This is an optimization exercise on Yosys and OpenROAD, whose aim is small area, a short achievable clock period and few clock cycles per item, not a production implementation. Function was not checked in any run shown here: the RTL went through the layout flow alone. Power figures rest on the tool's default switching activity, not on a simulated workload.

==> flow/design.v (outline; a module is shown in full before it is edited, if it fits) <==
// module sce_line_filter: 239 lines
// module sce_sum_a: 624 lines
// module sce_sum_b: 114 lines
// module sce_div: 255 lines
module sce_line_filter (
    input  wire        clk,
    input  wire        rst,         
    input  wire        start,
    input  wire [15:0] len,         
    input  wire [31:0] radius,      
    input  wire        fp_mode,     
    output wire        idle,
    input  wire        in_valid,
    input  wire [31:0] in_data,
    output wire        in_ready,
    output reg         out_valid,
    output reg  [31:0] out_data,
    input  wire        out_ready
);
  // ...
==> flow/flow/run.sh <==
#!/bin/bash
# Standard layout with two changes:
#  - port buffers are buf_2 cells (the default pick is a slow delay buffer);
#  - after the standard synthesis, polopt.py picks the polarity of each full
#    adder (a full adder inverted on all inputs gives inverted outputs) so as
#    to drop most inverters between adders. Registers are untouched.
set -euo pipefail
ARGS=(BUFFER_PORTS_ARGS="-buffer_cell sky130_fd_sc_hd__buf_2")
bash standard.sh "${ARGS[@]}" synth > synth.log 2>&1
R=orfs/results/${FLOW_PLATFORM:-sky130hd}/sce_line_filter/base
cp $R/1_2_yosys.v synth_standard.v
python3 flow/polopt.py synth_standard.v $R/1_2_yosys.v > polopt.log 2>&1
touch $R/1_2_yosys.v
bash standard.sh "${ARGS[@]}" finish > finish.log 2>&1
==> flow/flow/polopt.py <==
#!/usr/bin/env python3
"""Remove inverters around full adders in a Yosys-written sky130 netlist.

A full adder is self-dual: inverting its three inputs inverts both outputs.
For every fa cell we may therefore choose to feed it the complements of its
logical inputs, in which case its output nets carry the complements of its
logical outputs. This script chooses those polarities (greedy local search)
to minimise the inverters needed between cells, rewires the loads and drops
inverters left without loads. Registers and every other cell are kept as
they are; only which polarity of a signal feeds a pin changes.

usage: polopt.py IN.v OUT.v
"""
import re
import sys
from collections import defaultdict

OUT_PINS = {"X", "Y", "Q", "Q_N", "SUM", "COUT", "HI", "LO", "GCLK"}
INV_RE = re.compile(r"sky130_fd_sc_hd__(inv|clkinv)_\d+$")
FA_RE = re.compile(r"sky130_fd_sc_hd__fa_\d+$")

def main(src, dst):
    text = open(src).read()
    # one module only
    m = re.search(r"\bmodule\s+(\S+)\s*\(", text)
    body_start = text.index(";", m.end()) + 1
    end = text.rindex("endmodule")
    inst_re = re.compile(r"^\s*(sky130_fd_sc_hd__\w+)\s+(\S+)\s*\((.*?)\);\s*$", re.S | re.M)
    cells = []
    spans = []
    for mm in inst_re.finditer(text, body_start, end):
        typ, name, conns = mm.group(1), mm.group(2), mm.group(3)
        pins = []
        for pm in re.finditer(r"\.(\w+)\(\s*((?:\\\S+\s)|[^()]*?)\s*\)", conns):
            pins.append([pm.group(1), pm.group(2).strip()])
        cells.append({"type": typ, "name": name, "pins": pins})
        spans.append((mm.start(), mm.end()))
    # text outside instances: declarations and assigns
    other = []
    prev = body_start
    for (a, b) in spans:
        other.append(text[prev:a])
        prev = b
    other.append(text[prev:end])
    other_text = "".join(other)
    # nets referenced outside cell instances (ports, assigns) are pinned
    ident_re = re.compile(r"\\\S+\s|[A-Za-z_][A-Za-z0-9_$]*(?:\s*\[\d+\])?")

    driver = {}
    loads = defaultdict(list)
    for ci, c in enumerate(cells):
        for pi, (p, n) in enumerate(c["pins"]):
            if p in OUT_PINS:
                driver[n] = (ci, p)
            else:
                loads[n].append((ci, pi))

    is_inv = [bool(INV_RE.match(c["type"])) for c in cells]
    is_fa = [bool(FA_RE.match(c["type"])) for c in cells]

    def pin(ci, p):
        for q, n in cells[ci]["pins"]:
            if q == p:
                return n
        return None

    # nets used in assigns or as ports: treat as external loads
    assign_nets = set()
    for line in other_text.splitlines():
        s = line.strip()
        if s.startswith("assign"):
            for tok in ident_re.findall(s[6:]):
                assign_nets.add(tok.strip())
    port_names = set()
    for line in other_text.splitlines():
        s = line.strip()
        mm2 = re.match(r"(input|output|inout)\s+(?:\[[^\]]*\]\s*)?(\S+);", s)
        if mm2:
            port_names.add(mm2.group(2))

    def external(n):
        base = re.sub(r"\s*\[\d+\]$", "", n)
        return n in assign_nets or base in assign_nets or base in port_names or n in port_names

    def root(n):
        par = 0
        seen = 0
        while n in driver and is_inv[driver[n][0]] and seen < 50:
            n = pin(driver[n][0], "A")
            par ^= 1
            seen += 1
        return n, par

    # FA output root nets
    fa_of = {}
    for ci, c in enumerate(cells):
        if is_fa[ci]:
            for p in ("SUM", "COUT"):
                n = pin(ci, p)
                fa_of[n] = ci
    # FAs whose outputs reach something external (through inverters) are fixed
    fixed = set()

    # managed loads: (ci, pi, root, parity)
    managed = []
    for ci, c in enumerate(cells):
        if is_inv[ci]:
            continue
        for pi, (p, n) in enumerate(c["pins"]):
            if p in OUT_PINS:
                continue
            r, par = root(n)
            if r in fa_of or is_fa[ci]:
                managed.append((ci, pi, r, par))
    # roots of FA outputs: check every net in their inverter trees for external use
    def tree_nets(r):
        out = [r]
        stack = [r]
        while stack:
            n = stack.pop()
            for (ci, pi) in loads.get(n, []):
                if is_inv[ci]:
                    y = pin(ci, "Y")
                    out.append(y)
                    stack.append(y)
        return out
    for r, f in fa_of.items():
        for n in tree_nets(r):
            if external(n):
                fixed.add(f)
    # inverted versions of non-FA roots that stay for unmanaged loads
    managed_set = set((ci, pi) for (ci, pi, r, par) in managed)
    keep_inv = {}   # root -> existing inverter output net kept anyway
    for n, ls in loads.items():
        pass
    for ci, c in enumerate(cells):
        if not is_inv[ci]:
            continue
        y = pin(ci, "Y")
        r, par = root(y)
        if r in fa_of or par != 1:
            continue
        # does y have an unmanaged load (or external use)?
        unm = external(y) or any((lci, lpi) not in managed_set and not is_inv[lci] for (lci, lpi) in loads.get(y, []))
        if unm:
            keep_inv[r] = y

    flip = [0] * len(cells)
    by_root = defaultdict(list)
    for k, (ci, pi, r, par) in enumerate(managed):
        by_root[r].append(k)
    fa_roots = defaultdict(set)   # fa -> roots it touches
    for k, (ci, pi, r, par) in enumerate(managed):
        if is_fa[ci]:
            fa_roots[ci].add(r)
        if r in fa_of:
            fa_roots[fa_of[r]].add(r)

    def need(k):
        ci, pi, r, par = managed[k]
        v = par
        if r in fa_of:
            v ^= flip[fa_of[r]]
        if is_fa[ci]:
            v ^= flip[ci]
        return v

    def root_cost(r):
        if any(need(k) for k in by_root[r]):
            return 0 if (r not in fa_of and r in keep_inv) else 1
        return 0

    def cost_of(rs):
        return sum(root_cost(r) for r in rs)

    before = sum(root_cost(r) for r in by_root)
    # parity constraints along fa -> fa connections, solved by BFS
    adj = defaultdict(list)
    for k, (ci, pi, r, par) in enumerate(managed):
        if is_fa[ci] and r in fa_of:
            u = fa_of[r]
            adj[u].append((ci, par))
            adj[ci].append((u, par))
    seen = set()
    conflicts = 0
    for s0 in range(len(cells)):
        if not is_fa[s0] or s0 in seen or s0 in fixed:
            continue
        seen.add(s0)
        queue = [s0]
        while queue:
            u = queue.pop()
            for (v, par) in adj[u]:
                want = flip[u] ^ par
                if v in seen:
                    conflicts += flip[v] != want
                    continue
                if v in fixed:
                    continue
                seen.add(v)
                flip[v] = want
                queue.append(v)
    bfs_cost = sum(root_cost(r) for r in by_root)
    # keep the better of the two starting points
    if bfs_cost > before:
        flip = [0] * len(cells)
    improved = True
    it = 0
    while improved and it < 50:
        improved = False
        it += 1
        for f in range(len(cells)):
            if not is_fa[f] or f in fixed:
                continue
            rs = fa_roots[f]
            c0 = cost_of(rs)
            flip[f] ^= 1
            c1 = cost_of(rs)
            if c1 < c0:
                improved = True
            else:
                flip[f] ^= 1
    after = sum(root_cost(r) for r in by_root)
    n_inv_before = sum(is_inv)

    # rewire
    new_inv = {}
    new_cells = []
    cnt = [0]
    def inv_net(r):
        if r in keep_inv and r not in fa_of:
            return keep_inv[r]
        if r not in new_inv:
            cnt[0] += 1
            y = f"polinv_n{cnt[0]}"
            new_inv[r] = y
            new_cells.append({"type": "sky130_fd_sc_hd__inv_1", "name": f"polinv_{cnt[0]}",
                              "pins": [["A", r], ["Y", y]]})
        return new_inv[r]
    for k, (ci, pi, r, par) in enumerate(managed):
        cells[ci]["pins"][pi][1] = inv_net(r) if need(k) else r
    # drop inverters without loads (iterate)
    alive = [True] * len(cells)
    while True:
        used = defaultdict(int)
        for ci, c in enumerate(cells):
            if not alive[ci]:
                continue
            for p, n in c["pins"]:
                if p not in OUT_PINS:
                    used[n] += 1
        for c in new_cells:
            used[c["pins"][0][1]] += 1
        changed = False
        for ci, c in enumerate(cells):
            if alive[ci] and is_inv[ci]:
                y = pin(ci, "Y")
                if used[y] == 0 and not external(y):
                    alive[ci] = False
                    changed = True
        if not changed:
            break
    n_inv_after = sum(1 for ci in range(len(cells)) if alive[ci] and is_inv[ci]) + len(new_cells)

    def emit(c):
        pins = ",\n".join(f"    .{p}({n}{' ' if n.startswith(chr(92)) else ''})" for p, n in c["pins"])
        return f"  {c['type']} {c['name']} (\n{pins}\n  );\n"
    decls = "".join(f"  wire {c['pins'][1][1]};\n" for c in new_cells)
    out = [text[:body_start], other[0], decls]
    for ci, c in enumerate(cells):
        if alive[ci]:
            out.append(emit(c))
        out.append(other[ci + 1] if ci + 1 < len(other) - 1 else "")
    out.append("".join(emit(c) for c in new_cells))
    out.append(other[-1])
    out.append(text[end:])
    open(dst, "w").write("".join(out))
    print(f"polopt: bfs conflicts {conflicts
    print(f"polopt: fa {sum(is_fa)}, fixed {len(fixed)}, flipped {sum(flip)}, "
          f"inverter roots {before} -> {after}, inverters {n_inv_before} -> {n_inv_after}")

if __name__ == "__main__":
    main(sys.argv[1], sys.argv[2])
==> flow/standard.sh <==
#!/bin/bash
# synth_recipe.tcl (not shown) runs the flow's synth.tcl, then flattens the netlist and writes it again
# the make line also repeats each setting of config.mk as NAME=value (left out here)
make -C /OpenROAD-flow-scripts/flow DESIGN_CONFIG=/design/flow/config.mk WORK_HOME=/design/flow/orfs CLKGATE_MAP_FILE= SYNTH_SCRIPT=/design/flow/synth_recipe.tcl "${@:-finish}"
==> flow/config.mk <==
export PLATFORM = sky130hd
export DESIGN_NAME = sce_line_filter
export DESIGN_NICKNAME = sce_line_filter
export VERILOG_FILES = /design/flow/design.v
export SDC_FILE = /design/flow/constraint.sdc
export NUM_CORES = 4
export LEC_CHECK = 0
export CAP_MARGIN = 20
export CORE_MARGIN = 2
export CORE_UTILIZATION = 40
export SLEW_MARGIN = 20
==> flow/constraint.sdc <==
create_clock -name core_clock -period 20.0 [get_ports {clk}]
set_input_delay 4.0000 -clock core_clock [delete_from_list [all_inputs] [get_ports {clk}]]
set_output_delay 4.0000 -clock core_clock [all_outputs]
set_load 0.01 [all_outputs]
==> impl_metrics.env, run 1 <==
export IMPL_reg_top3="w x512, ra x244, rb x68"
export IMPL_placed_area_mm2=0.0737
export IMPL_utilization=0.445
export IMPL_r2r_start="rb[52]$_DFFE_PN_"
export IMPL_htree_num_levels=3
export IMPL_period_needed_ps=5480
export IMPL_power_density_mw_per_mm2=179
export IMPL_highest_layer="met5"
export IMPL_clkbuf_count=149
export IMPL_cts_tree="yes"
export IMPL_internal_power_mw=8.09
export IMPL_powerSeq_mw=3.34
export IMPL_cts_buffer_depth=3
export IMPL_first_pass_iters=5
export IMPL_nFillCells=15800
export IMPL_largest_register="w"
export IMPL_n_antenna_cell=3
export IMPL_p_clk_frac=0.152
export IMPL_routedWlPerCell_um=21.7
export IMPL_seq_area_mm2=0.0304
export IMPL_seq_power_share=0.240
export IMPL_viasPerCell=4.88
export IMPL_run_status="timing/DRC/antenna clean"
export IMPL_final_common_cell="fa_1"
export IMPL_swShare=0.417
export IMPL_worstPathMaxFanout=36
export IMPL_slew_violations=0
export IMPL_start_kind="input port"
export IMPL_multi_input_area_share=0.467
export IMPL_worstMarginPinSlew_ps=1080
export IMPL_pin_count=121
export IMPL_dp_cells=7423
export IMPL_grt_pass1_vias=40200
export IMPL_die_h_um=423
export IMPL_antenna_left=0
export IMPL_p_sw_mw=5.80
export IMPL_leakagePower_nw=31.3
==> module sce_line_filter, before the edit <==
module sce_line_filter (
    input  wire        clk,
    input  wire        rst,         
    input  wire        start,
    input  wire [15:0] len,         
    input  wire [31:0] radius,      
    input  wire        fp_mode,     
    output wire        idle,
    input  wire        in_valid,
    input  wire [31:0] in_data,
    output wire        in_ready,
    output reg         out_valid,
    output reg  [31:0] out_data,
    input  wire        out_ready
);
    reg        busy;       
    reg [15:0] rem;        
    reg [15:0] pos;        
    reg [15:0] rad;        
    reg        nofast;     
    reg        rdy;        
    assign idle     = !busy;
    assign in_ready = rdy;
    wire take   = start && !busy && (len != 16'd0);
    wire accept = in_valid && rdy;
    wire last   = (rem == 16'd1);
    wire fast_w = !nofast && (rad < pos) && (rad < rem);
    reg [31:0] in_d;
    reg        in_v, in_f, in_fs;
    reg        tail;       
    reg [31:0] w [0:15];
    reg [15:0] wf;         
    reg [7:0]  wv;         
    reg [7:0]  wfs;        
    reg        stall;      
    wire flush = !in_v && tail && (wv != 8'd0);
    wire sh    = !stall && (in_v || flush);
    wire inv_n = accept || (in_v && stall);
    wire [15:0] wf_n  = sh ? {wf[14:0], in_v && in_f} : wf;
    wire [7:0]  wv_n  = sh ? {wv[6:0], in_v} : wv;
    wire        inf_n = accept ? (pos == 16'd0) : in_f;
    wire [16:0] m_n;
    reg  [16:0] m;
    assign m_n[8] = 1'b1;
    genvar k;
    generate
        for (k = 1; k <= 8; k = k + 1) begin : g_mask
            assign m_n[8 - k] = !(|wf_n[7 + k - 1 : 7]);
            if (k < 8) begin : g_y
                assign m_n[8 + k] = wv_n[7 - k] && !(|wf_n[6 : 7 - k]);
            end else begin : g_y8
                assign m_n[16] = inv_n && !inf_n && !(|wf_n[6 : 0]);
            end
        end
    endgenerate
    wire [31:0] tap [0:16];
    generate
        for (k = 0; k < 16; k = k + 1) begin : g_tap
            assign tap[k] = w[15 - k] & {32{m[k]}};
        end
    endgenerate
    assign tap[16] = in_d & {32{m[16]}};
    localparam integer ND = 61;
    reg  [4*ND-1:0] ra;
    reg             ra_v, ra_fs;
    wire [4*ND-1:0] sa_n;
    genvar c;
    generate
        for (c = 0; c < 4; c = c + 1) begin : g_sa
            wire [ND-1:0] dd, da;
            wire [7:0]    x8 = tap[8][31 - 8*c -: 8];
            sce_sum_a u_sum (
                .x0 (tap[0][31 - 8*c -: 8]),  .x1 (tap[1][31 - 8*c -: 8]),
                .x2 (tap[2][31 - 8*c -: 8]),  .x3 (tap[3][31 - 8*c -: 8]),
                .x4 (tap[4][31 - 8*c -: 8]),  .x5 (tap[5][31 - 8*c -: 8]),
                .x6 (tap[6][31 - 8*c -: 8]),  .x7 (tap[7][31 - 8*c -: 8]),
                .x8 (x8),                     .x9 (tap[9][31 - 8*c -: 8]),
                .x10(tap[10][31 - 8*c -: 8]), .x11(tap[11][31 - 8*c -: 8]),
                .x12(tap[12][31 - 8*c -: 8]), .x13(tap[13][31 - 8*c -: 8]),
                .x14(tap[14][31 - 8*c -: 8]), .x15(tap[15][31 - 8*c -: 8]),
                .x16(tap[16][31 - 8*c -: 8]),
                .d(dd)
            );
            assign da[0] = !wfs[7] && dd[0];
            assign da[1] = !wfs[7] && dd[1];
            assign da[2] = wfs[7] ? x8[0] : dd[2];
            assign da[3] = !wfs[7] && dd[3];
            assign da[4] = wfs[7] ? x8[1] : dd[4];
            assign da[5] = wfs[7] ? x8[2] : dd[5];
            assign da[6] = !wfs[7] && dd[6];
            assign da[7] = wfs[7] ? x8[3] : dd[7];
            assign da[8] = !wfs[7] && dd[8];
            assign da[9] = !wfs[7] && dd[9];
            assign da[10] = !wfs[7] && dd[10];
            assign da[11] = wfs[7] ? x8[4] : dd[11];
            assign da[12] = !wfs[7] && dd[12];
            assign da[13] = !wfs[7] && dd[13];
            assign da[14] = !wfs[7] && dd[14];
            assign da[15] = wfs[7] ? x8[5] : dd[15];
            assign da[16] = !wfs[7] && dd[16];
            assign da[17] = !wfs[7] && dd[17];
            assign da[18] = wfs[7] ? x8[6] : dd[18];
            assign da[19] = !wfs[7] && dd[19];
            assign da[20] = !wfs[7] && dd[20];
            assign da[21] = !wfs[7] && dd[21];
            assign da[22] = wfs[7] ? x8[7] : dd[22];
            assign da[23] = !wfs[7] && dd[23];
            assign da[24] = !wfs[7] && dd[24];
            assign da[25] = !wfs[7] && dd[25];
            assign da[26] = !wfs[7] && dd[26];
            assign da[27] = !wfs[7] && dd[27];
            assign da[28] = !wfs[7] && dd[28];
            assign da[29] = !wfs[7] && dd[29];
            assign da[30] = !wfs[7] && dd[30];
            assign da[31] = !wfs[7] && dd[31];
            assign da[32] = !wfs[7] && dd[32];
            assign da[33] = !wfs[7] && dd[33];
            assign da[34] = !wfs[7] && dd[34];
            assign da[35] = !wfs[7] && dd[35];
            assign da[36] = !wfs[7] && dd[36];
            assign da[37] = !wfs[7] && dd[37];
            assign da[38] = !wfs[7] && dd[38];
            assign da[39] = !wfs[7] && dd[39];
            assign da[40] = !wfs[7] && dd[40];
            assign da[41] = !wfs[7] && dd[41];
            assign da[42] = !wfs[7] && dd[42];
            assign da[43] = !wfs[7] && dd[43];
            assign da[44] = !wfs[7] && dd[44];
            assign da[45] = !wfs[7] && dd[45];
            assign da[46] = !wfs[7] && dd[46];
            assign da[47] = !wfs[7] && dd[47];
            assign da[48] = !wfs[7] && dd[48];
            assign da[49] = !wfs[7] && dd[49];
            assign da[50] = !wfs[7] && dd[50];
            assign da[51] = !wfs[7] && dd[51];
            assign da[52] = !wfs[7] && dd[52];
            assign da[53] = !wfs[7] && dd[53];
            assign da[54] = !wfs[7] && dd[54];
            assign da[55] = !wfs[7] && dd[55];
            assign da[56] = !wfs[7] && dd[56];
            assign da[57] = !wfs[7] && dd[57];
            assign da[58] = !wfs[7] && dd[58];
            assign da[59] = !wfs[7] && dd[59];
            assign da[60] = !wfs[7] && dd[60];
            assign sa_n[ND*c +: ND] = da;
        end
    endgenerate
    reg  [67:0] rb;
    reg         rb_v, rb_fs;
    wire [67:0] sb_n;
    generate
        for (c = 0; c < 4; c = c + 1) begin : g_sb
            sce_sum_b u_sumb (.d(ra[ND*c +: ND]), .s2(sb_n[17*c +: 17]));
        end
    endgenerate
    wire [31:0] res;
    generate
        for (c = 0; c < 4; c = c + 1) begin : g_sc
            wire [7:0] q;
            sce_div u_div (.a(rb[17*c +: 17]), .q(q));
            assign res[31 - 8*c -: 8] = rb_fs ? rb[17*c +: 8] : q;
        end
    endgenerate
    reg        e1_v;
    reg [31:0] e1_d;
    wire push  = !stall && rb_v;
    wire efree = !out_valid || out_ready;
    wire ov_n  = efree ? (e1_v || push) : 1'b1;
    wire e1v_n = efree ? (e1_v && push) : (e1_v || push);
    wire rav_n = stall ? ra_v : (sh && wv[7]);
    wire rbv_n = stall ? rb_v : ra_v;
    wire stall_n = ov_n && e1v_n && rbv_n;
    integer i;
    always @(posedge clk) begin
        if (!in_v || !stall)
            in_d <= in_data;
        if (accept) begin
            in_f  <= (pos == 16'd0);
            in_fs <= fast_w;
        end
        if (sh) begin
            for (i = 15; i > 0; i = i - 1)
                w[i] <= w[i-1];
            w[0] <= in_d;
            wf   <= wf_n;
            wfs  <= {wfs[6:0], in_fs};
        end
        m <= m_n;
        if (!stall) begin
            ra    <= sa_n;
            ra_fs <= wfs[7];
            rb    <= sb_n;
            rb_fs <= ra_fs;
        end
        if (efree)
            out_data <= e1_v ? e1_d : res;
        if (efree || !e1_v)
            e1_d <= res;
        if (take) begin
            rem    <= len;
            rad    <= radius[15:0];
            nofast <= fp_mode || (radius[31:16] != 16'd0);
        end else if (accept) begin
            rem <= rem - 16'd1;
        end
        if (take)
            pos <= 16'd0;
        else if (accept)
            pos <= pos + 16'd1;
        if (rst) begin
            busy      <= 1'b0;
            rdy       <= 1'b0;
            in_v      <= 1'b0;
            tail      <= 1'b1;
            wv        <= 8'd0;
            ra_v      <= 1'b0;
            rb_v      <= 1'b0;
            out_valid <= 1'b0;
            e1_v      <= 1'b0;
            stall     <= 1'b0;
        end else begin
            if (take)
                busy <= 1'b1;
            else if (accept && last)
                busy <= 1'b0;
            rdy <= (take || (busy && !(accept && last))) && (!inv_n || !stall_n);
            in_v <= inv_n;
            if (accept)
                tail <= last;
            if (sh)
                wv <= {wv[6:0], in_v};
            ra_v      <= rav_n;
            rb_v      <= rbv_n;
            out_valid <= ov_n;
            e1_v      <= e1v_n;
            stall     <= stall_n;
        end
    end
endmodule
==> inputs of run 2 (changes only) <==
--- a/flow/design.v
+++ b/flow/design.v
@@ -14,17 +14,18 @@
     input  wire        out_ready
 );
     reg        busy;       
     reg [15:0] rem;        
     reg [15:0] pos;        
     reg [15:0] rad;        
     reg        nofast;     
     reg        rdy;        
-    assign idle     = !busy;
+    reg        idle_r;     
+    assign idle     = idle_r;
     assign in_ready = rdy;
     wire take   = start && !busy && (len != 16'd0);
     wire accept = in_valid && rdy;
     wire last   = (rem == 16'd1);
     wire fast_w = !nofast && (rad < pos) && (rad < rem);
     reg [31:0] in_d;
     reg        in_v, in_f, in_fs;
     reg        tail;       
@@ -34,27 +35,28 @@
     reg [7:0]  wfs;        
     reg        stall;      
     wire flush = !in_v && tail && (wv != 8'd0);
     wire sh    = !stall && (in_v || flush);
     wire inv_n = accept || (in_v && stall);
     wire [15:0] wf_n  = sh ? {wf[14:0], in_v && in_f} : wf;
     wire [7:0]  wv_n  = sh ? {wv[6:0], in_v} : wv;
     wire        inf_n = accept ? (pos == 16'd0) : in_f;
+    wire        fs_n  = sh ? wfs[6] : wfs[7];
     wire [16:0] m_n;
     reg  [16:0] m;
     assign m_n[8] = 1'b1;
     genvar k;
     generate
         for (k = 1; k <= 8; k = k + 1) begin : g_mask
-            assign m_n[8 - k] = !(|wf_n[7 + k - 1 : 7]);
+            assign m_n[8 - k] = !fs_n && !(|wf_n[7 + k - 1 : 7]);
             if (k < 8) begin : g_y
-                assign m_n[8 + k] = wv_n[7 - k] && !(|wf_n[6 : 7 - k]);
+                assign m_n[8 + k] = !fs_n && wv_n[7 - k] && !(|wf_n[6 : 7 - k]);
             end else begin : g_y8
-                assign m_n[16] = inv_n && !inf_n && !(|wf_n[6 : 0]);
+                assign m_n[16] = !fs_n && inv_n && !inf_n && !(|wf_n[6 : 0]);
             end
         end
     endgenerate
     wire [31:0] tap [0:16];
     generate
         for (k = 0; k < 16; k = k + 1) begin : g_tap
             assign tap[k] = w[15 - k] & {32{m[k]}};
         end
@@ -62,108 +64,48 @@
     assign tap[16] = in_d & {32{m[16]}};
     localparam integer ND = 61;
     reg  [4*ND-1:0] ra;
     reg             ra_v, ra_fs;
     wire [4*ND-1:0] sa_n;
     genvar c;
     generate
         for (c = 0; c < 4; c = c + 1) begin : g_sa
-            wire [ND-1:0] dd, da;
+            wire [ND-1:0] dd;
             wire [7:0]    x8 = tap[8][31 - 8*c -: 8];
             sce_sum_a u_sum (
                 .x0 (tap[0][31 - 8*c -: 8]),  .x1 (tap[1][31 - 8*c -: 8]),
                 .x2 (tap[2][31 - 8*c -: 8]),  .x3 (tap[3][31 - 8*c -: 8]),
                 .x4 (tap[4][31 - 8*c -: 8]),  .x5 (tap[5][31 - 8*c -: 8]),
                 .x6 (tap[6][31 - 8*c -: 8]),  .x7 (tap[7][31 - 8*c -: 8]),
                 .x8 (x8),                     .x9 (tap[9][31 - 8*c -: 8]),
                 .x10(tap[10][31 - 8*c -: 8]), .x11(tap[11][31 - 8*c -: 8]),
                 .x12(tap[12][31 - 8*c -: 8]), .x13(tap[13][31 - 8*c -: 8]),
                 .x14(tap[14][31 - 8*c -: 8]), .x15(tap[15][31 - 8*c -: 8]),
                 .x16(tap[16][31 - 8*c -: 8]),
+                .fs(wfs[7]),
                 .d(dd)
             );
-            assign da[0] = !wfs[7] && dd[0];
-            assign da[1] = !wfs[7] && dd[1];
-            assign da[2] = wfs[7] ? x8[0] : dd[2];
-            assign da[3] = !wfs[7] && dd[3];
-            assign da[4] = wfs[7] ? x8[1] : dd[4];
-            assign da[5] = wfs[7] ? x8[2] : dd[5];
-            assign da[6] = !wfs[7] && dd[6];
-            assign da[7] = wfs[7] ? x8[3] : dd[7];
-            assign da[8] = !wfs[7] && dd[8];
-            assign da[9] = !wfs[7] && dd[9];
-            assign da[10] = !wfs[7] && dd[10];
-            assign da[11] = wfs[7] ? x8[4] : dd[11];
-            assign da[12] = !wfs[7] && dd[12];
-            assign da[13] = !wfs[7] && dd[13];
-            assign da[14] = !wfs[7] && dd[14];
-            assign da[15] = wfs[7] ? x8[5] : dd[15];
-            assign da[16] = !wfs[7] && dd[16];
-            assign da[17] = !wfs[7] && dd[17];
-            assign da[18] = wfs[7] ? x8[6] : dd[18];
-            assign da[19] = !wfs[7] && dd[19];
-            assign da[20] = !wfs[7] && dd[20];
-            assign da[21] = !wfs[7] && dd[21];
-            assign da[22] = wfs[7] ? x8[7] : dd[22];
-            assign da[23] = !wfs[7] && dd[23];
-            assign da[24] = !wfs[7] && dd[24];
-            assign da[25] = !wfs[7] && dd[25];
-            assign da[26] = !wfs[7] && dd[26];
-            assign da[27] = !wfs[7] && dd[27];
-            assign da[28] = !wfs[7] && dd[28];
-            assign da[29] = !wfs[7] && dd[29];
-            assign da[30] = !wfs[7] && dd[30];
-            assign da[31] = !wfs[7] && dd[31];
-            assign da[32] = !wfs[7] && dd[32];
-            assign da[33] = !wfs[7] && dd[33];
-            assign da[34] = !wfs[7] && dd[34];
-            assign da[35] = !wfs[7] && dd[35];
-            assign da[36] = !wfs[7] && dd[36];
-            assign da[37] = !wfs[7] && dd[37];
-            assign da[38] = !wfs[7] && dd[38];
-            assign da[39] = !wfs[7] && dd[39];
-            assign da[40] = !wfs[7] && dd[40];
-            assign da[41] = !wfs[7] && dd[41];
-            assign da[42] = !wfs[7] && dd[42];
-            assign da[43] = !wfs[7] && dd[43];
-            assign da[44] = !wfs[7] && dd[44];
-            assign da[45] = !wfs[7] && dd[45];
-            assign da[46] = !wfs[7] && dd[46];
-            assign da[47] = !wfs[7] && dd[47];
-            assign da[48] = !wfs[7] && dd[48];
-            assign da[49] = !wfs[7] && dd[49];
-            assign da[50] = !wfs[7] && dd[50];
-            assign da[51] = !wfs[7] && dd[51];
-            assign da[52] = !wfs[7] && dd[52];
-            assign da[53] = !wfs[7] && dd[53];
-            assign da[54] = !wfs[7] && dd[54];
-            assign da[55] = !wfs[7] && dd[55];
-            assign da[56] = !wfs[7] && dd[56];
-            assign da[57] = !wfs[7] && dd[57];
-            assign da[58] = !wfs[7] && dd[58];
-            assign da[59] = !wfs[7] && dd[59];
-            assign da[60] = !wfs[7] && dd[60];
-            assign sa_n[ND*c +: ND] = da;
+            assign sa_n[ND*c +: ND] = dd;
         end
     endgenerate
     reg  [67:0] rb;
     reg         rb_v, rb_fs;
     wire [67:0] sb_n;
     generate
         for (c = 0; c < 4; c = c + 1) begin : g_sb
             sce_sum_b u_sumb (.d(ra[ND*c +: ND]), .s2(sb_n[17*c +: 17]));
         end
     endgenerate
     wire [31:0] res;
     generate
         for (c = 0; c < 4; c = c + 1) begin : g_sc
             wire [7:0] q;
             sce_div u_div (.a(rb[17*c +: 17]), .q(q));
-            assign res[31 - 8*c -: 8] = rb_fs ? rb[17*c +: 8] : q;
+            assign res[31 - 8*c -: 8] = rb_fs ? rb[17*c + 5 +: 8] : q;
         end
     endgenerate
     reg        e1_v;
     reg [31:0] e1_d;
     wire push  = !stall && rb_v;
     wire efree = !out_valid || out_ready;
     wire ov_n  = efree ? (e1_v || push) : 1'b1;
     wire e1v_n = efree ? (e1_v && push) : (e1_v || push);
@@ -204,48 +146,54 @@
             rem <= rem - 16'd1;
         end
         if (take)
             pos <= 16'd0;
         else if (accept)
             pos <= pos + 16'd1;
         if (rst) begin
             busy      <= 1'b0;
+            idle_r    <= 1'b1;
             rdy       <= 1'b0;
             in_v      <= 1'b0;
             tail      <= 1'b1;
             wv        <= 8'd0;
             ra_v      <= 1'b0;
             rb_v      <= 1'b0;
             out_valid <= 1'b0;
             e1_v      <= 1'b0;
             stall     <= 1'b0;
         end else begin
-            if (take)
-                busy <= 1'b1;
-            else if (accept && last)
-                busy <= 1'b0;
+            if (take) begin
+                busy   <= 1'b1;
+                idle_r <= 1'b0;
+            end else if (accept && last) begin
+                busy   <= 1'b0;
+                idle_r <= 1'b1;
+            end
             rdy <= (take || (busy && !(accept && last))) && (!inv_n || !stall_n);
             in_v <= inv_n;
             if (accept)
                 tail <= last;
             if (sh)
                 wv <= {wv[6:0], in_v};
             ra_v      <= rav_n;
             rb_v      <= rbv_n;
             out_valid <= ov_n;
             e1_v      <= e1v_n;
             stall     <= stall_n;
         end
     end
 endmodule
 module sce_sum_a (
     input  wire [7:0] x0, x1, x2, x3, x4, x5, x6, x7, x8, x9, x10, x11, x12, x13, x14, x15, x16,
+    input  wire       fs,
     output wire [60:0] d
 );
+    wire [7:0] x8g = x8 & {8{!fs}};
     wire ss_1 = x7[0] ^ x9[0];
     wire ss_2 = x7[0] & x9[0];
     wire ss_3 = ~(~x7[1] ^ x9[1] ^ ss_2);
     wire ss_4 = ~((~x7[1] & ~x9[1]) | (~x7[1] & ~ss_2) | (~x9[1] & ~ss_2));
     wire ss_5 = ~(~x7[2] ^ x9[2] ^ ss_4);
     wire ss_6 = ~((~x7[2] & ~x9[2]) | (~x7[2] & ~ss_4) | (~x9[2] & ~ss_4));
     wire ss_7 = ~(~x7[3] ^ x9[3] ^ ss_6);
     wire ss_8 = ~((~x7[3] & ~x9[3]) | (~x7[3] & ~ss_6) | (~x9[3] & ~ss_6));
@@ -482,18 +430,18 @@
     wire ss_239 = ~(~ss_119 ^ ss_224 ^ ss_152);
     wire ss_240 = ~((~ss_119 & ~ss_224) | (~ss_119 & ~ss_152) | (~ss_224 & ~ss_152));
     wire ss_241 = ~(~ss_172 ^ ss_192 ^ ss_226);
     wire ss_242 = ~((~ss_172 & ~ss_192) | (~ss_172 & ~ss_226) | (~ss_192 & ~ss_226));
     wire ss_243 = ~(~ss_235 ^ ss_228 ^ ss_237);
     wire ss_244 = ~((~ss_235 & ~ss_228) | (~ss_235 & ~ss_237) | (~ss_228 & ~ss_237));
     wire ss_245 = ~(~ss_239 ^ ss_241 ^ ss_230);
     wire ss_246 = ~((~ss_239 & ~ss_241) | (~ss_239 & ~ss_230) | (~ss_241 & ~ss_230));
-    wire ss_247 = ~(~1'b1 ^ x8[0] ^ ss_9);
-    wire ss_248 = ~((~1'b1 & ~x8[0]) | (~1'b1 & ~ss_9) | (~x8[0] & ~ss_9));
+    wire ss_247 = ~(~1'b1 ^ x8g[0] ^ ss_9);
+    wire ss_248 = ~((~1'b1 & ~x8g[0]) | (~1'b1 & ~ss_9) | (~x8g[0] & ~ss_9));
     wire ss_249 = ~(~ss_1 ^ ss_97 ^ ss_121);
     wire ss_250 = ~((~ss_1 & ~ss_97) | (~ss_1 & ~ss_121) | (~ss_97 & ~ss_121));
     wire ss_251 = ~(~ss_153 ^ ss_173 ^ ss_179);
     wire ss_252 = ~((~ss_153 & ~ss_173) | (~ss_153 & ~ss_179) | (~ss_173 & ~ss_179));
     wire ss_253 = ~(~ss_193 ^ ss_19 ^ ss_115);
     wire ss_254 = ~((~ss_193 & ~ss_19) | (~ss_193 & ~ss_115) | (~ss_19 & ~ss_115));
     wire ss_255 = ~(~ss_200 ^ ss_247 ^ ss_249);
     wire ss_256 = ~((~ss_200 & ~ss_247) | (~ss_200 & ~ss_249) | (~ss_247 & ~ss_249));
@@ -508,18 +456,18 @@
     wire ss_265 = ~(~ss_198 ^ ss_257 ^ ss_142);
     wire ss_266 = ~((~ss_198 & ~ss_257) | (~ss_198 & ~ss_142) | (~ss_257 & ~ss_142));
     wire ss_267 = ~(~ss_236 ^ ss_259 ^ ss_261);
     wire ss_268 = ~((~ss_236 & ~ss_259) | (~ss_236 & ~ss_261) | (~ss_259 & ~ss_261));
     wire ss_269 = ~(~ss_238 ^ ss_263 ^ ss_240);
     wire ss_270 = ~((~ss_238 & ~ss_263) | (~ss_238 & ~ss_240) | (~ss_263 & ~ss_240));
     wire ss_271 = ~(~ss_242 ^ ss_265 ^ ss_267);
     wire ss_272 = ~((~ss_242 & ~ss_265) | (~ss_242 & ~ss_267) | (~ss_265 & ~ss_267));
-    wire ss_273 = ~(~x8[1] ^ ss_65 ^ ss_81);
-    wire ss_274 = ~((~x8[1] & ~ss_65) | (~x8[1] & ~ss_81) | (~ss_65 & ~ss_81));
+    wire ss_273 = ~(~x8g[1] ^ ss_65 ^ ss_81);
+    wire ss_274 = ~((~x8g[1] & ~ss_65) | (~x8g[1] & ~ss_81) | (~ss_65 & ~ss_81));
     wire ss_275 = ~(~ss_143 ^ ss_11 ^ ss_3);
     wire ss_276 = ~((~ss_143 & ~ss_11) | (~ss_143 & ~ss_3) | (~ss_11 & ~ss_3));
     wire ss_277 = ~(~ss_99 ^ ss_123 ^ ss_154);
     wire ss_278 = ~((~ss_99 & ~ss_123) | (~ss_99 & ~ss_154) | (~ss_123 & ~ss_154));
     wire ss_279 = ~(~ss_174 ^ ss_180 ^ ss_194);
     wire ss_280 = ~((~ss_174 & ~ss_180) | (~ss_174 & ~ss_194) | (~ss_180 & ~ss_194));
     wire ss_281 = ~(~ss_248 ^ ss_250 ^ ss_273);
     wire ss_282 = ~((~ss_248 & ~ss_250) | (~ss_248 & ~ss_273) | (~ss_250 & ~ss_273));
@@ -536,18 +484,18 @@
     wire ss_293 = ~(~ss_162 ^ ss_260 ^ ss_285);
     wire ss_294 = ~((~ss_162 & ~ss_260) | (~ss_162 & ~ss_285) | (~ss_260 & ~ss_285));
     wire ss_295 = ~(~ss_287 ^ ss_262 ^ ss_264);
     wire ss_296 = ~((~ss_287 & ~ss_262) | (~ss_287 & ~ss_264) | (~ss_262 & ~ss_264));
     wire ss_297 = ~(~ss_289 ^ ss_266 ^ ss_291);
     wire ss_298 = ~((~ss_289 & ~ss_266) | (~ss_289 & ~ss_291) | (~ss_266 & ~ss_291));
     wire ss_299 = ~(~ss_293 ^ ss_268 ^ ss_295);
     wire ss_300 = ~((~ss_293 & ~ss_268) | (~ss_293 & ~ss_295) | (~ss_268 & ~ss_295));
-    wire ss_301 = ~(~1'b1 ^ x8[2] ^ x8[0]);
-    wire ss_302 = ~((~1'b1 & ~x8[2]) | (~1'b1 & ~x8[0]) | (~x8[2] & ~x8[0]));
+    wire ss_301 = ~(~1'b1 ^ x8g[2] ^ x8[0]);
+    wire ss_302 = ~((~1'b1 & ~x8g[2]) | (~1'b1 & ~x8[0]) | (~x8g[2] & ~x8[0]));
     wire ss_303 = ~(~ss_1 ^ ss_17 ^ ss_33);
     wire ss_304 = ~((~ss_1 & ~ss_17) | (~ss_1 & ~ss_33) | (~ss_17 & ~ss_33));
     wire ss_305 = ~(~ss_49 ^ ss_73 ^ ss_133);
     wire ss_306 = ~((~ss_49 & ~ss_73) | (~ss_49 & ~ss_133) | (~ss_73 & ~ss_133));
     wire ss_307 = ~(~ss_163 ^ ss_301 ^ ss_67);
     wire ss_308 = ~((~ss_163 & ~ss_301) | (~ss_163 & ~ss_67) | (~ss_301 & ~ss_67));
     wire ss_309 = ~(~ss_83 ^ ss_144 ^ ss_274);
     wire ss_310 = ~((~ss_83 & ~ss_144) | (~ss_83 & ~ss_274) | (~ss_144 & ~ss_274));
@@ -574,18 +522,18 @@
     wire ss_331 = ~(~ss_290 ^ ss_321 ^ ss_323);
     wire ss_332 = ~((~ss_290 & ~ss_321) | (~ss_290 & ~ss_323) | (~ss_321 & ~ss_323));
     wire ss_333 = ~(~ss_292 ^ ss_325 ^ ss_294);
     wire ss_334 = ~((~ss_292 & ~ss_325) | (~ss_292 & ~ss_294) | (~ss_325 & ~ss_294));
     wire ss_335 = ~(~ss_327 ^ ss_329 ^ ss_296);
     wire ss_336 = ~((~ss_327 & ~ss_329) | (~ss_327 & ~ss_296) | (~ss_329 & ~ss_296));
     wire ss_337 = ~(~ss_331 ^ ss_298 ^ ss_333);
     wire ss_338 = ~((~ss_331 & ~ss_298) | (~ss_331 & ~ss_333) | (~ss_298 & ~ss_333));
-    wire ss_339 = ~(~1'b1 ^ x8[3] ^ x8[1]);
-    wire ss_340 = ~((~1'b1 & ~x8[3]) | (~1'b1 & ~x8[1]) | (~x8[3] & ~x8[1]));
+    wire ss_339 = ~(~1'b1 ^ x8g[3] ^ x8[1]);
+    wire ss_340 = ~((~1'b1 & ~x8g[3]) | (~1'b1 & ~x8[1]) | (~x8g[3] & ~x8[1]));
     wire ss_341 = ~(~ss_25 ^ ss_121 ^ ss_203);
     wire ss_342 = ~((~ss_25 & ~ss_121) | (~ss_25 & ~ss_203) | (~ss_121 & ~ss_203));
     wire ss_343 = ~(~ss_302 ^ ss_339 ^ ss_3);
     wire ss_344 = ~((~ss_302 & ~ss_339) | (~ss_302 & ~ss_3) | (~ss_339 & ~ss_3));
     wire ss_345 = ~(~ss_19 ^ ss_35 ^ ss_51);
     wire ss_346 = ~((~ss_19 & ~ss_35) | (~ss_19 & ~ss_51) | (~ss_35 & ~ss_51));
     wire ss_347 = ~(~ss_75 ^ ss_134 ^ ss_164);
     wire ss_348 = ~((~ss_75 & ~ss_134) | (~ss_75 & ~ss_164) | (~ss_134 & ~ss_164));
@@ -616,18 +564,18 @@
     wire ss_373 = ~(~ss_361 ^ ss_363 ^ ss_365);
     wire ss_374 = ~((~ss_361 & ~ss_363) | (~ss_361 & ~ss_365) | (~ss_363 & ~ss_365));
     wire ss_375 = ~(~ss_328 ^ ss_330 ^ ss_367);
     wire ss_376 = ~((~ss_328 & ~ss_330) | (~ss_328 & ~ss_367) | (~ss_330 & ~ss_367));
     wire ss_377 = ~(~ss_332 ^ ss_369 ^ ss_371);
     wire ss_378 = ~((~ss_332 & ~ss_369) | (~ss_332 & ~ss_371) | (~ss_369 & ~ss_371));
     wire ss_379 = ~(~ss_334 ^ ss_373 ^ ss_375);
     wire ss_380 = ~((~ss_334 & ~ss_373) | (~ss_334 & ~ss_375) | (~ss_373 & ~ss_375));
-    wire ss_381 = ~(~1'b1 ^ x8[4] ^ x8[2]);
-    wire ss_382 = ~((~1'b1 & ~x8[4]) | (~1'b1 & ~x8[2]) | (~x8[4] & ~x8[2]));
+    wire ss_381 = ~(~1'b1 ^ x8g[4] ^ x8[2]);
+    wire ss_382 = ~((~1'b1 & ~x8g[4]) | (~1'b1 & ~x8[2]) | (~x8g[4] & ~x8[2]));
     wire ss_383 = ~(~ss_9 ^ ss_105 ^ ss_183);
     wire ss_384 = ~((~ss_9 & ~ss_105) | (~ss_9 & ~ss_183) | (~ss_105 & ~ss_183));
     wire ss_385 = ~(~ss_340 ^ ss_381 ^ ss_27);
     wire ss_386 = ~((~ss_340 & ~ss_381) | (~ss_340 & ~ss_27) | (~ss_381 & ~ss_27));
     wire ss_387 = ~(~ss_123 ^ ss_204 ^ ss_342);
     wire ss_388 = ~((~ss_123 & ~ss_204) | (~ss_123 & ~ss_342) | (~ss_204 & ~ss_342));
     wire ss_389 = ~(~ss_383 ^ ss_5 ^ ss_21);
     wire ss_390 = ~((~ss_383 & ~ss_5) | (~ss_383 & ~ss_21) | (~ss_5 & ~ss_21));
@@ -658,18 +606,18 @@
     wire ss_415 = ~(~ss_364 ^ ss_366 ^ ss_405);
     wire ss_416 = ~((~ss_364 & ~ss_366) | (~ss_364 & ~ss_405) | (~ss_366 & ~ss_405));
     wire ss_417 = ~(~ss_407 ^ ss_368 ^ ss_370);
     wire ss_418 = ~((~ss_407 & ~ss_368) | (~ss_407 & ~ss_370) | (~ss_368 & ~ss_370));
     wire ss_419 = ~(~ss_409 ^ ss_372 ^ ss_411);
     wire ss_420 = ~((~ss_409 & ~ss_372) | (~ss_409 & ~ss_411) | (~ss_372 & ~ss_411));
     wire ss_421 = ~(~ss_413 ^ ss_374 ^ ss_415);
     wire ss_422 = ~((~ss_413 & ~ss_374) | (~ss_413 & ~ss_415) | (~ss_374 & ~ss_415));
-    wire ss_423 = ~(~1'b1 ^ x8[5] ^ x8[3]);
-    wire ss_424 = ~((~1'b1 & ~x8[5]) | (~1'b1 & ~x8[3]) | (~x8[5] & ~x8[3]));
+    wire ss_423 = ~(~1'b1 ^ x8g[5] ^ x8[3]);
+    wire ss_424 = ~((~1'b1 & ~x8g[5]) | (~1'b1 & ~x8[3]) | (~x8g[5] & ~x8[3]));
     wire ss_425 = ~(~ss_73 ^ ss_89 ^ ss_382);
     wire ss_426 = ~((~ss_73 & ~ss_89) | (~ss_73 & ~ss_382) | (~ss_89 & ~ss_382));
     wire ss_427 = ~(~ss_423 ^ ss_11 ^ ss_107);
     wire ss_428 = ~((~ss_423 & ~ss_11) | (~ss_423 & ~ss_107) | (~ss_11 & ~ss_107));
     wire ss_429 = ~(~ss_184 ^ ss_384 ^ ss_425);
     wire ss_430 = ~((~ss_184 & ~ss_384) | (~ss_184 & ~ss_425) | (~ss_384 & ~ss_425));
     wire ss_431 = ~(~ss_29 ^ ss_125 ^ ss_386);
     wire ss_432 = ~((~ss_29 & ~ss_125) | (~ss_29 & ~ss_386) | (~ss_125 & ~ss_386));
@@ -694,18 +642,18 @@
     wire ss_451 = ~(~ss_439 ^ ss_408 ^ ss_441);
     wire ss_452 = ~((~ss_439 & ~ss_408) | (~ss_439 & ~ss_441) | (~ss_408 & ~ss_441));
     wire ss_453 = ~(~ss_443 ^ ss_410 ^ ss_445);
     wire ss_454 = ~((~ss_443 & ~ss_410) | (~ss_443 & ~ss_445) | (~ss_410 & ~ss_445));
     wire ss_455 = ~(~ss_412 ^ ss_447 ^ ss_414);
     wire ss_456 = ~((~ss_412 & ~ss_447) | (~ss_412 & ~ss_414) | (~ss_447 & ~ss_414));
     wire ss_457 = ~(~ss_416 ^ ss_449 ^ ss_451);
     wire ss_458 = ~((~ss_416 & ~ss_449) | (~ss_416 & ~ss_451) | (~ss_449 & ~ss_451));
-    wire ss_459 = ~(~x8[6] ^ x8[4] ^ ss_9);
-    wire ss_460 = ~((~x8[6] & ~x8[4]) | (~x8[6] & ~ss_9) | (~x8[4] & ~ss_9));
+    wire ss_459 = ~(~x8g[6] ^ x8[4] ^ ss_9);
+    wire ss_460 = ~((~x8g[6] & ~x8[4]) | (~x8g[6] & ~ss_9) | (~x8[4] & ~ss_9));
     wire ss_461 = ~(~ss_25 ^ ss_41 ^ ss_57);
     wire ss_462 = ~((~ss_25 & ~ss_41) | (~ss_25 & ~ss_57) | (~ss_41 & ~ss_57));
     wire ss_463 = ~(~ss_424 ^ ss_75 ^ ss_91);
     wire ss_464 = ~((~ss_424 & ~ss_75) | (~ss_424 & ~ss_91) | (~ss_75 & ~ss_91));
     wire ss_465 = ~(~ss_459 ^ ss_461 ^ ss_426);
     wire ss_466 = ~((~ss_459 & ~ss_461) | (~ss_459 & ~ss_426) | (~ss_461 & ~ss_426));
     wire ss_467 = ~(~ss_13 ^ ss_109 ^ ss_428);
     wire ss_468 = ~((~ss_13 & ~ss_109) | (~ss_13 & ~ss_428) | (~ss_109 & ~ss_428));
@@ -726,18 +674,18 @@
     wire ss_483 = ~(~ss_438 ^ ss_440 ^ ss_442);
     wire ss_484 = ~((~ss_438 & ~ss_440) | (~ss_438 & ~ss_442) | (~ss_440 & ~ss_442));
     wire ss_485 = ~(~ss_475 ^ ss_444 ^ ss_477);
     wire ss_486 = ~((~ss_475 & ~ss_444) | (~ss_475 & ~ss_477) | (~ss_444 & ~ss_477));
     wire ss_487 = ~(~ss_479 ^ ss_446 ^ ss_448);
     wire ss_488 = ~((~ss_479 & ~ss_446) | (~ss_479 & ~ss_448) | (~ss_446 & ~ss_448));
     wire ss_489 = ~(~ss_481 ^ ss_450 ^ ss_452);
     wire ss_490 = ~((~ss_481 & ~ss_450) | (~ss_481 & ~ss_452) | (~ss_450 & ~ss_452));
-    wire ss_491 = ~(~x8[7] ^ x8[5] ^ ss_11);
-    wire ss_492 = ~((~x8[7] & ~x8[5]) | (~x8[7] & ~ss_11) | (~x8[5] & ~ss_11));
+    wire ss_491 = ~(~x8g[7] ^ x8[5] ^ ss_11);
+    wire ss_492 = ~((~x8g[7] & ~x8[5]) | (~x8g[7] & ~ss_11) | (~x8[5] & ~ss_11));
     wire ss_493 = ~(~ss_27 ^ ss_43 ^ ss_59);
     wire ss_494 = ~((~ss_27 & ~ss_43) | (~ss_27 & ~ss_59) | (~ss_43 & ~ss_59));
     wire ss_495 = ~(~ss_460 ^ ss_462 ^ ss_77);
     wire ss_496 = ~((~ss_460 & ~ss_462) | (~ss_460 & ~ss_77) | (~ss_462 & ~ss_77));
     wire ss_497 = ~(~ss_93 ^ ss_464 ^ ss_491);
     wire ss_498 = ~((~ss_93 & ~ss_464) | (~ss_93 & ~ss_491) | (~ss_464 & ~ss_491));
     wire ss_499 = ~(~ss_493 ^ ss_466 ^ ss_32);
     wire ss_500 = ~((~ss_493 & ~ss_466) | (~ss_493 & ~ss_32) | (~ss_466 & ~ss_32));
==> flow/config.mk (replaced) <==
export PLATFORM = sky130hd
export DESIGN_NAME = sce_line_filter
export DESIGN_NICKNAME = sce_line_filter
export VERILOG_FILES = /design/flow/design.v
export SDC_FILE = /design/flow/constraint.sdc
export NUM_CORES = 4
export LEC_CHECK = 0
export ABC_CLOCK_PERIOD_IN_PS = 4000
export CAP_MARGIN = 20
export CORE_MARGIN = 2
export CORE_UTILIZATION = 40
export SLEW_MARGIN = 20
==> impl_metrics.env, run 2 <==
export IMPL_run_status="timing/DRC/antenna clean"
export IMPL_worstMarginPinSlew_ps=1080
export IMPL_slowest_delay_ps=400
export IMPL_rsz0062_at_grt="false"
export IMPL_start_util=0.402
export IMPL_htree_num_levels=3
export IMPL_seq_power_share=0.228
export IMPL_p_clk_frac=0.152
export IMPL_synth_warning_count=3
export IMPL_fmax_mhz=188
export IMPL_post_route_period_util=0.266
export IMPL_worstPathMaxFanout=2
export IMPL_io_buffers=120
export IMPL_power_density_mw_per_mm2=183
export IMPL_synthCells=4610
export IMPL_worstPathCellList="buf_2"
export IMPL_end_kind="primary output"
export IMPL_slew_violations=0
export IMPL_cp_depth=1
export IMPL_final_cell_mix="fa_1, edfxtp_1, inv_1"
export IMPL_drcViolationCount=0
export IMPL_pin_count=121
export IMPL_rows=152
export IMPL_worstSkewPairLatency_ps=780
export IMPL_die_h_um=419
export IMPL_p_comb_frac=0.620
export IMPL_vdd_drop_max_v=0.000271
export IMPL_critPathKind="flip-flop to primary output"
export IMPL_whs_ps=401
export IMPL_hp_class="flip-flop to flip-flop"
export IMPL_final_common_cell="fa_1"
export IMPL_cts_root_buf="clkbuf_16"
export IMPL_cts_hold_buf=0
export IMPL_p_sw_mw=5.95
export IMPL_cts_buffer_depth=3
export IMPL_grt_max_degree=204
export IMPL_wirelength_um=159000
export IMPL_num_nets_final=6356
export IMPL_reg_top3="w x512, ra x244, rb x68"
export IMPL_relSlewSlack=0.281
export IMPL_cts_made_buffers=116
export IMPL_largest_reg_flops=512
export IMPL_antenna_left=0
export IMPL_crit_family="flip-flops"
export IMPL_synthesis_nets=6166
export IMPL_cpMaxStageDelayCell="dfxtp_1"
export IMPL_leakagePower_nw=30.0
export IMPL_num_vias=35400
export IMPL_n_antenna_cell=0
export IMPL_drive_above_1_share=0.0810
export IMPL_drt_iter0_markers=2702
export IMPL_areaGrowthSynthToFinish_pct=10.6
export IMPL_finalSetupTns_ps=0
export IMPL_fp_dieW_um=419
export IMPL_internal_power_mw=7.97
export IMPL_period_needed_ps=5330
export IMPL_fp_dieArea_mm2=0.176
export IMPL_grtUsageTotal=0.186
export IMPL_swShare=0.427
export IMPL_hold_violations=0
export IMPL_viasPerCell=4.91
export IMPL_syn_area_mm2=0.0689
export IMPL_synth_avg_cell_area_um2=15.0
export IMPL_cts_setup_buffers=0
export IMPL_start_kind="flip-flop"
export IMPL_nFillCells=15300
export IMPL_min_path_cells=0
export IMPL_fp_coreArea_mm2=0.171
export IMPL_cp_num_buf_inv=1
export IMPL_antenna_found_initial=9
export IMPL_reg2regPathDepth=11
export IMPL_post_cts_resized=0
export IMPL_gp_congestion=0.924
export IMPL_setup_viol=0
export IMPL_cts_tree="yes"
export IMPL_worstPathArrival_ps=1330
export IMPL_grt_pass1_vias=39600
export IMPL_clk_pin_slew_ps=60
export IMPL_power_mw=13.9
export IMPL_fin_skew_ps=47.4
export IMPL_first_pass_iters=7
export IMPL_gr_total_overflow=0
export IMPL_crit_required_ps=16000
export IMPL_grt_pass1_wl_um=241000
export IMPL_largest_register="w"
export IMPL_cap_violations=0
export IMPL_clock_sinks=1030
export IMPL_routedWlPerCell_um=22.0
export IMPL_place_hpwl_um=124000
[run 2: layout make-up]
type,count,area (um2),area share
multi-input combinational,2852,35800,0.470
timing repair buffer,150,882,0.0116
clock buffer,154,3130,0.0411
inverter,650,2450,0.0321
tap,2310,2890,0.0379
sequential,1030,30400,0.399
clock inverter,65,664,0.00871
[run 2: final timing paths]
kind	from	end	slack [ps]
max	out_valid$_SDFF_PP0_	out_valid	14670
min	w[4][25]$_DFFE_PP_	w[5][25]$_DFFE_PP_	400
max reg2reg	m[3]$_DFF_P_	ra[204]$_DFFE_PN_	15030
min reg2reg	w[4][25]$_DFFE_PP_	w[5][25]$_DFFE_PP_	400
[run 2: through the flow]
step,utilization,area (um2),setup WS [ps],std cells
after CTS,0.445,76200,14620,7209
after global placement,0.423,72400,13950,6990
after floorplan,-,68900,5250,4610
after global routing,0.445,76300,14620,7211
final,0.445,76300,14670,7211
after detailed placement,0.423,72400,13890,6990
[run 2: per-layer routing]
metal	global-route usage	vias up	wire length, um
li1	-	15600	-
met2	0.303	913	76200
met1	0.249	18700	67700
met4	0.0692	6	6240
met5	0	-	36
met3	0.0354	251	8790
[run 2: power groups by stage]
stage | clock network, mW | registers (mW) | logic [mW]
after floorplan | 0 | 3.17 | 6.62
after global placement | 0 | 3.21 | 8.41
after detailed placement | 0 | 3.22 | 8.64
after CTS | 2.18 | 3.17 | 8.71
after global routing | 2.25 | 3.20 | 9.86
final | 2.12 | 3.17 | 8.64
==> inputs of run 3 (changes only) <==
--- a/flow/design.v
+++ b/flow/design.v
@@ -107,5 +107,6 @@
     reg [31:0] e1_d;
     wire push  = !stall && rb_v;
-    wire efree = !out_valid || out_ready;
+    reg  e0_empty;         
+    wire efree = e0_empty || out_ready;
     wire ov_n  = efree ? (e1_v || push) : 1'b1;
     wire e1v_n = efree ? (e1_v && push) : (e1_v || push);
@@ -139,5 +140,5 @@
         if (efree || !e1_v)
             e1_d <= res;
-        if (take) begin
+        if (!busy) begin
             rem    <= len;
             rad    <= radius[15:0];
@@ -146,5 +147,5 @@
             rem <= rem - 16'd1;
         end
-        if (take)
+        if (!busy)
             pos <= 16'd0;
         else if (accept)
@@ -160,4 +161,5 @@
             rb_v      <= 1'b0;
             out_valid <= 1'b0;
+            e0_empty  <= 1'b1;
             e1_v      <= 1'b0;
             stall     <= 1'b0;
@@ -179,4 +181,5 @@
             rb_v      <= rbv_n;
             out_valid <= ov_n;
+            e0_empty  <= !ov_n;
             e1_v      <= e1v_n;
             stall     <= stall_n;
--- a/flow/config.mk
+++ b/flow/config.mk
@@ -6,5 +6,4 @@
 export NUM_CORES = 4
 export LEC_CHECK = 0
-export ABC_CLOCK_PERIOD_IN_PS = 4000
 export CAP_MARGIN = 20
 export CORE_MARGIN = 2
==> impl_metrics.env, run 3 <==
export IMPL_first_pass_iters=7
export IMPL_power_mw=13.3
export IMPL_drive_above_1_share=0.0837
export IMPL_vdd_drop_max_v=0.000177
export IMPL_num_nets_final=6351
export IMPL_fmax_mhz=183
export IMPL_power_density_mw_per_mm2=175
export IMPL_post_route_period_util=0.273
export IMPL_clk_pin_slew_ps=60
export IMPL_r2r_slack_ps=14940
export IMPL_cts_buffer_depth=3
export IMPL_rows=152
export IMPL_dp_cells=6907
export IMPL_hold_violations=0
export IMPL_synth_avg_cell_area_um2=15.0
export IMPL_run_status="timing/DRC/antenna clean"
export IMPL_worstMarginPinSlew_ps=1100
export IMPL_reg_top3="w x512, ra x244, rb x68"
export IMPL_cap_violations=0
export IMPL_pin_count=121
export IMPL_period_needed_ps=5460
export IMPL_start_kind="flip-flop"
export IMPL_cp_startpoint="out_data[20]$_DFFE_PN_"
export IMPL_leakagePower_nw=30.1
export IMPL_io_buffers=120
export IMPL_antenna_found_initial=9
export IMPL_hp_start="wfs[3]$_DFFE_PP_"
export IMPL_cp_num_buf_inv=1
export IMPL_r2r_start="m[7]$_DFF_P_"
export IMPL_fin_skew_ps=48.0
export IMPL_min_path_cells=0
export IMPL_gp_congestion=0.925
export IMPL_largest_register="w"
export IMPL_clock_sinks=1031
export IMPL_place_hpwl_um=125000
export IMPL_worstPathCellList="buf_2"
export IMPL_met1_usage=0.247
export IMPL_synthCells=4596
export IMPL_synth_warning_count=3
export IMPL_final_cell_mix="fa_1, edfxtp_1, inv_1"
export IMPL_final_common_cell="fa_1"
export IMPL_grt_max_degree=186
export IMPL_largest_reg_flops=512
export IMPL_critPathKind="flip-flop to primary output"
export IMPL_drcViolationCount=0
export IMPL_antenna_left=0
export IMPL_fp_dieW_um=419
export IMPL_crit_required_ps=16000
export IMPL_num_vias=35300
export IMPL_slew_violations=0
export IMPL_gr_max_usage_layer="met2"
export IMPL_areaGrowthSynthToFinish_pct=10.5
export IMPL_routedWlPerCell_um=22.3
export IMPL_drt_iter0_markers=2538
export IMPL_crit_family="flip-flops"
export IMPL_die_h_um=419
export IMPL_viasPerCell=4.95
export IMPL_syn_area_mm2=0.0687
export IMPL_grt_pass1_wl_um=244000
export IMPL_fp_coreArea_mm2=0.171
export IMPL_cpMaxStageDelayCell="edfxtp_1"
export IMPL_post_cts_resized=0
export IMPL_cts_hold_buf=0
export IMPL_slowest_delay_ps=490
export IMPL_instances_no_fill=7130
export IMPL_rsz0062_at_grt="false"
export IMPL_wirelength_um=159000
export IMPL_met3_usage=0.0375
export IMPL_worstSkewPairLatency_ps=780
export IMPL_start_util=0.402
export IMPL_grt_pass1_vias=40000
export IMPL_setup_viol=0
export IMPL_finalSetupTns_ps=0
export IMPL_worstPathMaxFanout=1
export IMPL_cts_made_buffers=118
export IMPL_end_kind="primary output"
export IMPL_r2r_end="ra[21]$_DFFE_PN_"
export IMPL_cts_root_buf="clkbuf_16"
export IMPL_gr_total_overflow=0
export IMPL_relSlewSlack=0.267
export IMPL_synthesis_nets=6152
export IMPL_hp_class="flip-flop to flip-flop"
export IMPL_utilization=0.444
export IMPL_grtUsageTotal=0.189
export IMPL_cts_tree="yes"
export IMPL_fp_dieArea_mm2=0.175
export IMPL_worstPathArrival_ps=1460
export IMPL_min_delay_worst_endpoint="wfs[4]$_DFFE_PP_"
export IMPL_cts_setup_buffers=0
export IMPL_global_route_usage_met2=0.318
export IMPL_reg2regPathDepth=9
export IMPL_nFillCells=15300
export IMPL_htree_num_levels=3
[run 3: cell type report]
cell class | instances | area, um2 | area share
tap | 2233 | 2790 | 0.0368
timing repair buffer | 153 | 868 | 0.0114
sequential | 1031 | 30400 | 0.401
antenna | 1 | 2.50 | 0.0000329
clock buffer | 139 | 3150 | 0.0415
inverter | 650 | 2450 | 0.0322
multi-input combinational | 2841 | 35600 | 0.468
clock inverter | 82 | 681 | 0.00896
[run 3: routing by layer]
metal,vias to the layer above,part of all wire
met5,-,0.000082
met4,2,0.031
met3,237,0.057
met2,949,0.49
met1,18600,0.42
li1,15500,-
[run 3: how the worst max path moves through the flow]
| stage | endpoint | slack [ps] | cells after the start |
|---|---|---|---|
| 5_1_grt | out_data[20] | 14460 | 1 |
| 6_report | out_data[20] | 14540 | 1 |
| 2_1_floorplan | m[9]$_DFF_P_ | 5510 | 5 |
| 3_3_place_gp | pos[15]$_SDFFE_PN0P_ | 14270 | 8 |
| 4_1_cts | out_data[22] | 14450 | 1 |
| 3_5_place_dp | pos[13]$_SDFFE_PN0P_ | 14300 | 8 |
[run 3: through the flow]
step	hold WS (ps)	setup WS, ps	instance area (um2)
after CTS	404	14450	76000
after global placement	401	14270	72100
after detailed placement	406	14300	72100
after floorplan	400	5510	68700
final	389	14540	76000
after global routing	406	14460	76000
[run 3: power breakdown]
part / total (mW) / internal, mW / switching (mW)
sequential: 3.19 / 2.99 / 0.198
clock: 2.12 / 1.18 / 0.944
combinational: 8.01 / 3.60 / 4.41
total: 13.3 / 7.77 / 5.55
==> inputs of run 4 (changes only) <==
--- a/flow/config.mk
+++ b/flow/config.mk
@@ -6,6 +6,6 @@
 export NUM_CORES = 4
 export LEC_CHECK = 0
-export CAP_MARGIN = 20
+export CAP_MARGIN = 60
 export CORE_MARGIN = 2
 export CORE_UTILIZATION = 40
-export SLEW_MARGIN = 20
+export SLEW_MARGIN = 60
==> impl_metrics.env, run 4 <==
export IMPL_cts_root_buf="clkbuf_16"
export IMPL_post_place_ws_ps=14290
export IMPL_p_comb_frac=0.601
export IMPL_worstPathArrival_ps=1490
export IMPL_io_buffers=120
export IMPL_cap_violations=0
export IMPL_worstPathCellList="buf_2"
export IMPL_largest_register="w"
export IMPL_nFillCells=15200
export IMPL_fp_dieArea_mm2=0.175
export IMPL_cts_setup_buffers=0
export IMPL_gp_congestion=0.925
export IMPL_grt_max_degree=93
export IMPL_die_h_um=419
export IMPL_fp_dieW_um=419
export IMPL_p_clk_frac=0.160
export IMPL_areaGrowthSynthToFinish_pct=11.0
export IMPL_reg_top3="w x512, ra x244, rb x68"
export IMPL_fp_coreArea_mm2=0.171
export IMPL_relSlewSlack=0.621
export IMPL_leakagePower_nw=30.2
export IMPL_antenna_left=0
export IMPL_cts_tree="yes"
export IMPL_syn_area_mm2=0.0687
export IMPL_fin_skew_ps=58.2
export IMPL_crit_family="flip-flops"
export IMPL_post_route_period_util=0.274
export IMPL_drcViolationCount=0
export IMPL_slowest_delay_ps=490
export IMPL_gr_total_overflow=0
export IMPL_largest_reg_flops=512
export IMPL_vdd_drop_max_v=0.000181
export IMPL_cp_num_buf_inv=1
export IMPL_crit_required_ps=16000
export IMPL_drt_iter0_markers=2730
export IMPL_finalSetupTns_ps=0
export IMPL_hp_class="flip-flop to flip-flop"
export IMPL_routedWlPerCell_um=22.3
export IMPL_first_pass_iters=6
export IMPL_dp_cells=6915
export IMPL_synthCells=4596
export IMPL_viasPerCell=4.94
export IMPL_num_vias=35300
export IMPL_period_needed_ps=5490
export IMPL_run_status="timing/DRC/antenna clean"
export IMPL_whs_ps=386
export IMPL_clock_sinks=1031
export IMPL_grt_pass1_vias=40000
export IMPL_end_kind="primary output"
export IMPL_setup_viol=0
export IMPL_rsz0062_at_grt="false"
export IMPL_rows=152
export IMPL_power_density_mw_per_mm2=175
export IMPL_fin_ws_ps=14510
export IMPL_synth_avg_cell_area_um2=15.0
export IMPL_instances_no_fill=7134
export IMPL_wirelength_um=159000
export IMPL_critPathKind="flip-flop to primary output"
export IMPL_cts_buffer_depth=3
export IMPL_clk_pin_slew_ps=60
export IMPL_p_sw_mw=5.54
export IMPL_antenna_found_initial=6
export IMPL_grtUsageTotal=0.188
export IMPL_num_nets_final=6361
export IMPL_swShare=0.415
export IMPL_grt_pass1_wl_um=244000
export IMPL_hold_violations=0
export IMPL_worstMarginPinSlew_ps=568
export IMPL_start_util=0.402
export IMPL_drive_above_1_share=0.0849
export IMPL_slew_violations=0
export IMPL_synth_warning_count=3
export IMPL_final_cell_mix="fa_1, edfxtp_1, inv_1"
export IMPL_fmax_mhz=182
export IMPL_htree_num_levels=3
export IMPL_cts_made_buffers=115
export IMPL_seq_power_share=0.239
export IMPL_place_hpwl_um=125000
export IMPL_start_kind="flip-flop"
export IMPL_synthesis_nets=6152
export IMPL_pin_count=121
export IMPL_worstSkewPairLatency_ps=780
export IMPL_cts_hold_buf=0
export IMPL_final_common_cell="fa_1"
export IMPL_cpMaxStageDelayCell="edfxtp_1"
export IMPL_post_cts_resized=0
export IMPL_internal_power_mw=7.80
export IMPL_worstPathMaxFanout=1
run 4: layout make-up:
cell class | instances | area (um2) | area share
Antenna cell | 1 | 2.50 | 0.0000328
Sequential cell | 1031 | 30500 | 0.399
Inverter | 650 | 2460 | 0.0322
Multi-Input combinational cell | 2841 | 35600 | 0.467
Clock buffer | 138 | 3000 | 0.0392
Timing Repair Buffer | 166 | 1200 | 0.0158
Clock inverter | 74 | 800 | 0.0105
Tap cell | 2233 | 2790 | 0.0366
run 4: layer usage:
layer / vias up / global-route usage / share of wire
li1: 15500 / - / -
met1: 18700 / 0.252 / 0.43
met2: 885 / 0.322 / 0.50
met3: 196 / 0.0290 / 0.048
met4: 0 / 0.0480 / 0.026
met5: - / 0 / 0
run 4: worst paths after layout:
check                         start                 to  slack (ps)  cells after the start
min reg2reg        wfs[3]$_DFFE_PP_   wfs[4]$_DFFE_PP_         390                      0
min                wfs[3]$_DFFE_PP_   wfs[4]$_DFFE_PP_         390                      0
max reg2reg            m[5]$_DFF_P_  ra[143]$_DFFE_PN_       15140                      9
max          out_data[19]$_DFFE_PN_       out_data[19]       14510                      1
run 4: power by group through the flow:
stage,logic (mW),clock network (mW),registers (mW)
final,8.02,2.13,3.19
after global routing,9.29,2.27,3.23
after CTS,8.13,2.19,3.20
after detailed placement,8.06,0,3.24
after global placement,7.88,0,3.24
after floorplan,6.21,0,3.18
run 4: stage by stage:
stage               utilization  area (um2)  power, mW
CTS                       0.445       76100       13.5
floorplan                     -       68700       9.39
finish                    0.446       76300       13.3
global route              0.446       76300       14.8
global placement          0.421       72100       11.1
detailed placement        0.423       72400       11.3

==> port drivers added, routing unchanged <==
How much do the figures lean on ideal ports? The routed layouts below were timed once more, with nothing changed but the port constraints. Step 1: set_driving_cell puts a clkbuf_16 on clk and a buf_2 on each other input, an assumption about the parent block. Step 2 also shifts input and output timing later by t, the mid clock arrival at the registers, as if the neighbouring blocks saw the same clock. Three values: ideal ports, drivers, drivers and shift; two values: the first two.
| run | shift t [ns] | setup slack, ns | worst setup path after step 2 |
|---|---|---|---|
| run 1 | 0.814 | 14.517 / 14.544 / 13.769 | input to register |
| run 2 | 0.841 | 14.671 / 14.590 / 13.917 | input to register |
| run 3 | 0.830 | 14.535 / 14.459 / 14.335 | input to register |
| run 4 | 0.823 | 14.513 / 14.438 / 14.328 | input to register |
After both steps every run listed still meets setup and hold. For run 2, which loses most, drivers alone change the setup slack by -0.081 ns; drivers and shift together by -0.754 ns.
